Source: an optimization exercise on an open RTL-to-GDS flow (aim: small area, a short achievable clock period and few clock cycles per item). Production flows keep margins and buffers that such runs may drop.
Power is estimated from default activity; no workload was simulated.

epsilon:
==> flow/design.v <==
module tcmp_crc16_byte (
    input  wire [15:0] crc_in,
    input  wire [7:0]  data,
    output reg  [15:0] crc_out
);
    integer i;
    reg [15:0] c;
    always @(*) begin
        c = crc_in ^ {8'h00, data};
        for (i = 0; i < 8; i = i + 1) begin
            if (c[0])
                c = (c >> 1) ^ 16'h8408;
            else
                c = c >> 1;
        end
        crc_out = c;
    end
endmodule
module tcmp_rx (
    input  wire        clk,
    input  wire        rst,
    input  wire        in_valid,
    input  wire [7:0]  in_byte,
    output wire        in_ready,
    output reg         ud_valid,
    output reg  [7:0]  ud_byte,
    output reg         ev_valid,
    output reg  [1:0]  ev_kind,
    output wire [15:0] ev_family,
    output wire [7:0]  ev_code,
    output wire [15:0] ev_paylen
);
    localparam [7:0] FLAG = 8'h7E;
    localparam [7:0] ESC  = 8'h7D;
    localparam [1:0] EV_MSG  = 2'd1;
    localparam [1:0] EV_HDLC = 2'd2;
    localparam [1:0] EV_TCMP = 2'd3;
    reg        esc;        
    reg        bad;        
    reg        body;       
    reg [15:0] cnt;        
    reg        lcs_ok;     
    reg [15:0] plen;       
    reg        short;      
    reg        lo_borrow;  
    reg [15:0] family;     
    reg [7:0]  code;
    reg [7:0]  last2;      
    reg [15:0] crc;        
    assign in_ready  = 1'b1;
    assign ev_family = family;
    assign ev_code   = code;
    assign ev_paylen = plen;
    reg       in_v;
    reg [7:0] in_b;
    reg       is_flag, is_esc, esc_ok;
    always @(posedge clk) begin
        in_v    <= in_valid && !rst;
        in_b    <= in_byte;
        is_flag <= (in_byte == FLAG);
        is_esc  <= (in_byte == ESC);
        esc_ok  <= (in_byte == 8'h5D) || (in_byte == 8'h5E);
    end
    wire [7:0] unesc_val = {in_b[7:6], in_b[5] ^ esc, in_b[4:0]};
    wire produce = in_v && !is_flag && !bad &&
                   (esc ? esc_ok : !is_esc);
    wire [15:0] crc_next;
    tcmp_crc16_byte u_crc (.crc_in(crc), .data(last2), .crc_out(crc_next));
    reg [15:0] cnt_inc;
    integer i;
    always @(*) begin
        for (i = 0; i < 16; i = i + 1)
            cnt_inc[i] = cnt[i] ^ &(cnt | ~((16'd1 << i) - 16'd1));
    end
    wire [2:0]  hpos    = cnt[2:0];    
    wire [7:0]  len_sum  = plen[15:8] + plen[7:0];
    wire [7:0]  lcs_x    = family[7:0];
    wire [7:0]  lcs_y    = family[15:8];
    wire        lcs_zero = ((lcs_x ^ lcs_y) == {lcs_x[6:0] | lcs_y[6:0], 1'b0});
    wire [8:0]  plen_lo_m5 = {1'b0, plen[7:0]} - 9'd5;
    wire [8:0]  plen_hi_m1 = {1'b0, plen[15:8]} - {8'd0, lo_borrow};
    wire        empty   = !body && (hpos == 3'd0);
    wire decode_ok = body && lcs_ok && !short && (cnt == plen) &&
                     (crc == {last2, ud_byte});
    always @(posedge clk) begin
        if (rst) begin
            esc      <= 1'b0;
            bad      <= 1'b0;
            body     <= 1'b0;
            cnt      <= 16'hFFF8;
            crc      <= 16'h6363;
            ud_valid <= 1'b0;
            ev_valid <= 1'b0;
        end else begin
            ud_valid <= produce;
            ev_valid <= 1'b0;
            if (in_v) begin
                if (is_flag) begin
                    ev_valid <= bad || esc || !empty;
                    ev_kind  <= (bad || esc) ? EV_HDLC :
                                decode_ok    ? EV_MSG  : EV_TCMP;
                    esc  <= 1'b0;
                    bad  <= 1'b0;
                    body <= 1'b0;
                    cnt  <= 16'hFFF8;
                    crc  <= 16'h6363;
                end else if (!bad) begin
                    if (esc) begin
                        esc <= 1'b0;
                        if (!esc_ok)
                            bad <= 1'b1;
                    end else if (is_esc) begin
                        esc <= 1'b1;
                    end
                end
            end
            if (produce) begin
                ud_byte <= unesc_val;
                last2   <= ud_byte;
                if (!(body && cnt == 16'hFFFF))
                    cnt <= cnt_inc;
                if (!body && hpos == 3'd7)
                    body <= 1'b1;
                if (!body) begin
                    case (hpos)
                        3'd0: plen[15:8]   <= unesc_val;
                        3'd1: plen[7:0]    <= unesc_val;
                        3'd2: begin
                            family[15:8] <= unesc_val;
                            family[7:0]  <= len_sum;
                        end
                        3'd3: begin
                            lcs_ok       <= lcs_zero;
                            plen[7:0]    <= plen_lo_m5[7:0];
                            lo_borrow    <= plen_lo_m5[8];
                            family[15:8] <= unesc_val;
                        end
                        3'd4: begin
                            plen[15:8]   <= plen_hi_m1[7:0];
                            short        <= plen_hi_m1[8];
                            family[7:0]  <= unesc_val;
                        end
                        3'd5: code         <= unesc_val;
                        default: ;
                    endcase
                end
                if (body || hpos >= 3'd2)
                    crc <= crc_next;
            end
        end
    end
endmodule
module tcmp_tx (
    input  wire        clk,
    input  wire        rst,
    input  wire        msg_valid,
    output reg         msg_ready,
    input  wire [15:0] msg_family,
    input  wire [7:0]  msg_code,
    input  wire [15:0] msg_paylen,
    input  wire        pl_valid,
    output reg         pl_ready,
    input  wire [7:0]  pl_byte,
    output reg         out_valid,
    input  wire        out_ready,
    output reg  [7:0]  out_byte
);
    localparam [7:0] FLAG = 8'h7E;
    localparam [7:0] ESC  = 8'h7D;
    localparam S_IDLE = 0,    
               S_LENH = 1,
               S_LENL = 2,
               S_LCS  = 3,
               S_FAMH = 4,
               S_FAML = 5,
               S_CODE = 6,
               S_PAY  = 7,
               S_CRCH = 8,
               S_CRCL = 9,
               S_EOF  = 10;
    reg [10:0] state;
    reg [15:0] remain;     
    reg        esc_pend;   
    reg        esc_bit;    
    reg [15:0] crc;
    reg        pay_last;   
    reg        skid_v;     
    reg [7:0]  skid;
    wire is_packet = !state[S_IDLE] && !state[S_EOF];
    wire [7:0] cur = ({8{state[S_LENH] | state[S_LCS]}} & remain[15:8]) |
                     ({8{state[S_LENL]}} & remain[7:0]) |
                     ({8{state[S_FAMH]}} & msg_family[15:8]) |
                     ({8{state[S_FAML]}} & msg_family[7:0]) |
                     ({8{state[S_CODE]}} & msg_code) |
                     ({8{state[S_PAY]}}  & pl_byte) |
                     ({8{state[S_CRCH]}} & crc[15:8]) |
                     ({8{state[S_CRCL]}} & crc[7:0]) |
                     ({8{!is_packet}}    & FLAG);
    wire cur_esc   = (cur[7:2] == 6'b011111) && (cur[1] ^ cur[0]);    
    wire have_byte = state[S_IDLE] ? msg_valid :
                     state[S_PAY]  ? pl_valid  : 1'b1;
    wire make      = !skid_v && (esc_pend || have_byte);
    wire advance   = !skid_v && !esc_pend && have_byte;
    wire [7:0] line_byte = esc_pend               ? {6'b010111, !esc_bit, esc_bit} :   
                           (is_packet && cur_esc) ? ESC : cur;
    wire out_free = !out_valid || out_ready;
    wire skid_v_n = out_free ? 1'b0 : (skid_v || make);
    wire pay_zero = (msg_paylen == 16'd0);
    wire [10:0] state_adv;
    assign state_adv[S_IDLE] = state[S_EOF];
    assign state_adv[S_LENH] = state[S_IDLE];
    assign state_adv[S_LENL] = state[S_LENH];
    assign state_adv[S_LCS]  = state[S_LENL];
    assign state_adv[S_FAMH] = state[S_LCS];
    assign state_adv[S_FAML] = state[S_FAMH];
    assign state_adv[S_CODE] = state[S_FAML];
    assign state_adv[S_PAY]  = (state[S_CODE] && !pay_zero) || (state[S_PAY] && !pay_last);
    assign state_adv[S_CRCH] = (state[S_CODE] && pay_zero) || (state[S_PAY] && pay_last);
    assign state_adv[S_CRCL] = state[S_CRCH];
    assign state_adv[S_EOF]  = state[S_CRCL];
    wire [10:0] state_n    = advance ? state_adv : state;
    wire        esc_pend_n = make ? (!esc_pend && is_packet && cur_esc) : esc_pend;
    reg [15:0] remain_dec;
    integer i;
    always @(*) begin
        for (i = 0; i < 16; i = i + 1)
            remain_dec[i] = remain[i] ^ ~|(remain & ((16'd1 << i) - 16'd1));
    end
    wire [15:0] crc_next;
    tcmp_crc16_byte u_crc (.crc_in(crc), .data(cur), .crc_out(crc_next));
    always @(posedge clk) begin
        if (rst) begin
            state     <= 11'd1 << S_IDLE;
            esc_pend  <= 1'b0;
            msg_ready <= 1'b0;
            pl_ready  <= 1'b0;
            skid_v    <= 1'b0;
            out_valid <= 1'b0;
        end else begin
            state     <= state_n;
            esc_pend  <= esc_pend_n;
            skid_v    <= skid_v_n;
            msg_ready <= state_n[S_CODE] && !esc_pend_n && !skid_v_n;
            pl_ready  <= state_n[S_PAY]  && !esc_pend_n && !skid_v_n;
            if (out_free) begin
                out_valid <= skid_v || make;
                out_byte  <= skid_v ? skid : line_byte;
            end
            if (!skid_v)
                skid <= line_byte;
            if (make && !esc_pend)
                esc_bit <= cur[0];
            if (advance) begin
                if (state[S_IDLE])
                    crc <= 16'h6363;
                else if (!state[S_CRCH] && !state[S_CRCL] && !state[S_EOF])
                    crc <= crc_next;
                if (state[S_IDLE])
                    remain <= msg_paylen + 16'd5;
                if (state[S_LENH])
                    remain[15:8] <= remain[15:8] + remain[7:0];
                if (state[S_LENL])
                    remain[15:8] <= 8'h00 - remain[15:8];
                if (state[S_CODE]) begin
                    remain   <= msg_paylen;
                    pay_last <= (msg_paylen == 16'd1);
                end
                if (state[S_PAY]) begin
                    remain   <= remain_dec;
                    pay_last <= (remain == 16'd2);
                end
            end
        end
    end
endmodule
module tcmp_codec (
    input  wire        clk,
    input  wire        rst,
    input  wire        rx_valid,
    input  wire [7:0]  rx_byte,
    output wire        rx_ready,
    output wire        ud_valid,
    output wire [7:0]  ud_byte,
    output wire        ev_valid,
    output wire [1:0]  ev_kind,
    output wire [15:0] ev_family,
    output wire [7:0]  ev_code,
    output wire [15:0] ev_paylen,
    input  wire        msg_valid,
    output wire        msg_ready,
    input  wire [15:0] msg_family,
    input  wire [7:0]  msg_code,
    input  wire [15:0] msg_paylen,
    input  wire        pl_valid,
    output wire        pl_ready,
    input  wire [7:0]  pl_byte,
    output wire        tx_valid,
    input  wire        tx_ready,
    output wire [7:0]  tx_byte
);
    tcmp_rx u_rx (
        .clk(clk), .rst(rst),
        .in_valid(rx_valid), .in_byte(rx_byte), .in_ready(rx_ready),
        .ud_valid(ud_valid), .ud_byte(ud_byte),
        .ev_valid(ev_valid), .ev_kind(ev_kind), .ev_family(ev_family),
        .ev_code(ev_code), .ev_paylen(ev_paylen)
    );
    tcmp_tx u_tx (
        .clk(clk), .rst(rst),
        .msg_valid(msg_valid), .msg_ready(msg_ready),
        .msg_family(msg_family), .msg_code(msg_code), .msg_paylen(msg_paylen),
        .pl_valid(pl_valid), .pl_ready(pl_ready), .pl_byte(pl_byte),
        .out_valid(tx_valid), .out_ready(tx_ready), .out_byte(tx_byte)
    );
endmodule
export LEC_CHECK = 0
export CAP_MARGIN = 20
export CORE_MARGIN = 2
export CORE_UTILIZATION = 70
export CTS_BUF_LIST = sky130_fd_sc_hd__clkbuf_4 sky130_fd_sc_hd__clkbuf_8
export PLACE_DENSITY = 0.85
export SETUP_SLACK_MARGIN = 2.2
export SLEW_MARGIN = 20
create_clock -name core_clock -period 4.5 [get_ports {clk}]
standard.sh (not shown) runs the stock make flow with config.mk's settings and CLKGATE_MAP_FILE= SYNTH_SCRIPT=/design/flow/synth_recipe.tcl, a recipe that flattens the netlist after the stock synthesis.
==> flow/flow/run.sh <==
#!/bin/bash
# Standard layout, with plain buffers (not delay cells) on the ports.
export BUFFER_PORTS_ARGS="-buffer_cell sky130_fd_sc_hd__buf_2"
bash standard.sh > standard.log 2>&1
The inputs of beta differ from those of epsilon as listed below.
diff --git a/flow/design.v b/flow/design.v
--- a/flow/design.v
+++ b/flow/design.v
@@ -74,8 +74,9 @@
     end
     wire [2:0]  hpos    = cnt[2:0];    
-    wire [7:0]  len_sum  = plen[15:8] + plen[7:0];
-    wire [7:0]  lcs_x    = family[7:0];
-    wire [7:0]  lcs_y    = family[15:8];
-    wire        lcs_zero = ((lcs_x ^ lcs_y) == {lcs_x[6:0] | lcs_y[6:0], 1'b0});
+    wire [7:0]  lcs_s  = plen[15:8] ^ plen[7:0] ^ family[15:8];
+    wire [7:0]  lcs_c  = (plen[15:8] & plen[7:0]) | (plen[15:8] & family[15:8]) |
+                         (plen[7:0] & family[15:8]);
+    wire [7:0]  lcs_y  = {lcs_c[6:0], 1'b0};
+    wire        lcs_zero = ((lcs_s ^ lcs_y) == {lcs_s[6:0] | lcs_y[6:0], 1'b0});
     wire [8:0]  plen_lo_m5 = {1'b0, plen[7:0]} - 9'd5;
     wire [8:0]  plen_hi_m1 = {1'b0, plen[15:8]} - {8'd0, lo_borrow};
@@ -126,8 +127,5 @@
                         3'd0: plen[15:8]   <= unesc_val;
                         3'd1: plen[7:0]    <= unesc_val;
-                        3'd2: begin
-                            family[15:8] <= unesc_val;
-                            family[7:0]  <= len_sum;
-                        end
+                        3'd2: family[15:8] <= unesc_val;
                         3'd3: begin
                             lcs_ok       <= lcs_zero;
@@ -222,8 +220,24 @@
     wire        esc_pend_n = make ? (!esc_pend && is_packet && cur_esc) : esc_pend;
     reg [15:0] remain_dec;
+    reg [15:0] len;
+    reg [7:0]  lcs_sum;    
+    reg [7:0]  lcs;        
+    reg        cy;
     integer i;
     always @(*) begin
         for (i = 0; i < 16; i = i + 1)
             remain_dec[i] = remain[i] ^ ~|(remain & ((16'd1 << i) - 16'd1));
+        cy = 1'b0;
+        for (i = 0; i < 16; i = i + 1) begin
+            len[i] = msg_paylen[i] ^ (i == 0 || i == 2) ^ cy;
+            cy     = (i == 0 || i == 2) ? (msg_paylen[i] | cy) : (msg_paylen[i] & cy);
+        end
+        cy = 1'b0;
+        for (i = 0; i < 8; i = i + 1) begin
+            lcs_sum[i] = remain[8+i] ^ remain[i] ^ cy;
+            cy         = (remain[8+i] & remain[i]) | (cy & (remain[8+i] | remain[i]));
+        end
+        for (i = 0; i < 8; i = i + 1)
+            lcs[i] = ~(lcs_sum[i] ^ ~|(lcs_sum & ((8'd1 << i) - 8'd1)));
     end
     wire [15:0] crc_next;
@@ -257,9 +271,7 @@
                     crc <= crc_next;
                 if (state[S_IDLE])
-                    remain <= msg_paylen + 16'd5;
+                    remain <= len;
                 if (state[S_LENH])
-                    remain[15:8] <= remain[15:8] + remain[7:0];
-                if (state[S_LENL])
-                    remain[15:8] <= 8'h00 - remain[15:8];
+                    remain[15:8] <= lcs;
                 if (state[S_CODE]) begin
                     remain   <= msg_paylen;
Results
beta: done, clean on timing, DRC and antenna
Switching share of total power in beta vs epsilon: up 1.4 points
The horizontal extent of the die number comes out lower for beta vs epsilon.
The standard cells in beta occupy less silicon area than those in epsilon do.
beta vs epsilon — logic depth of the worst path, buffers included rose 8.
For epsilon, the capture point of the critical path was u_tx.remain[15], unlike beta, where it was u_tx.remain[14].
beta against epsilon: combinational share of power went up 0.3 points; area of the die dropped about 3.4%; sequential area share after synthesis went up by 1.7 points.
| global-route wire length before repair | lower: beta |
Compared with epsilon, in beta worst-case clock skew went down 0.0034 ns; first-pass detailed-route iteration total went up 1; time the worst path needs with I/O delays and setup went up 1.02 ns; overall global routing resource usage went down 2.3 points.
u_tx.remain[0] as the worst setup path startpoint was reported by beta, and u_tx.remain[3] by epsilon.
No functional check of the RTL was part of any run of this note.

what the ideal ports hide:
In the flow no input, the clock included, has a driving cell. The finished layouts below were timed again as built, in two steps.
Step 1: set_driving_cell puts a clkbuf_16 on clk and a buf_2 on each other input, an assumption about the parent block.
Step 2 moves the port delays by t, midway between the first and last clock arrival at a register: inputs arrive t later, outputs are due t later. That takes back most of the time a late clock gives input paths.
a / b / c = ideal / step 1 / step 2; a / b = the first two.
run	t (ns)	setup WS [ns]	worst setup path at the end	worst register clock-pin slew, ns	pins driven straight from the clock port
epsilon	0.494	1.933 / 1.933 / 1.677	input to register	0.10 / 0.10	1
beta	0.520	0.914 / 0.914 / 0.474	input to register	0.10 / 0.10	1
After both steps setup and hold are still met in every run listed. For beta, which loses most, drivers alone change the setup slack by 0.000 ns; drivers and shift together by -0.440 ns.
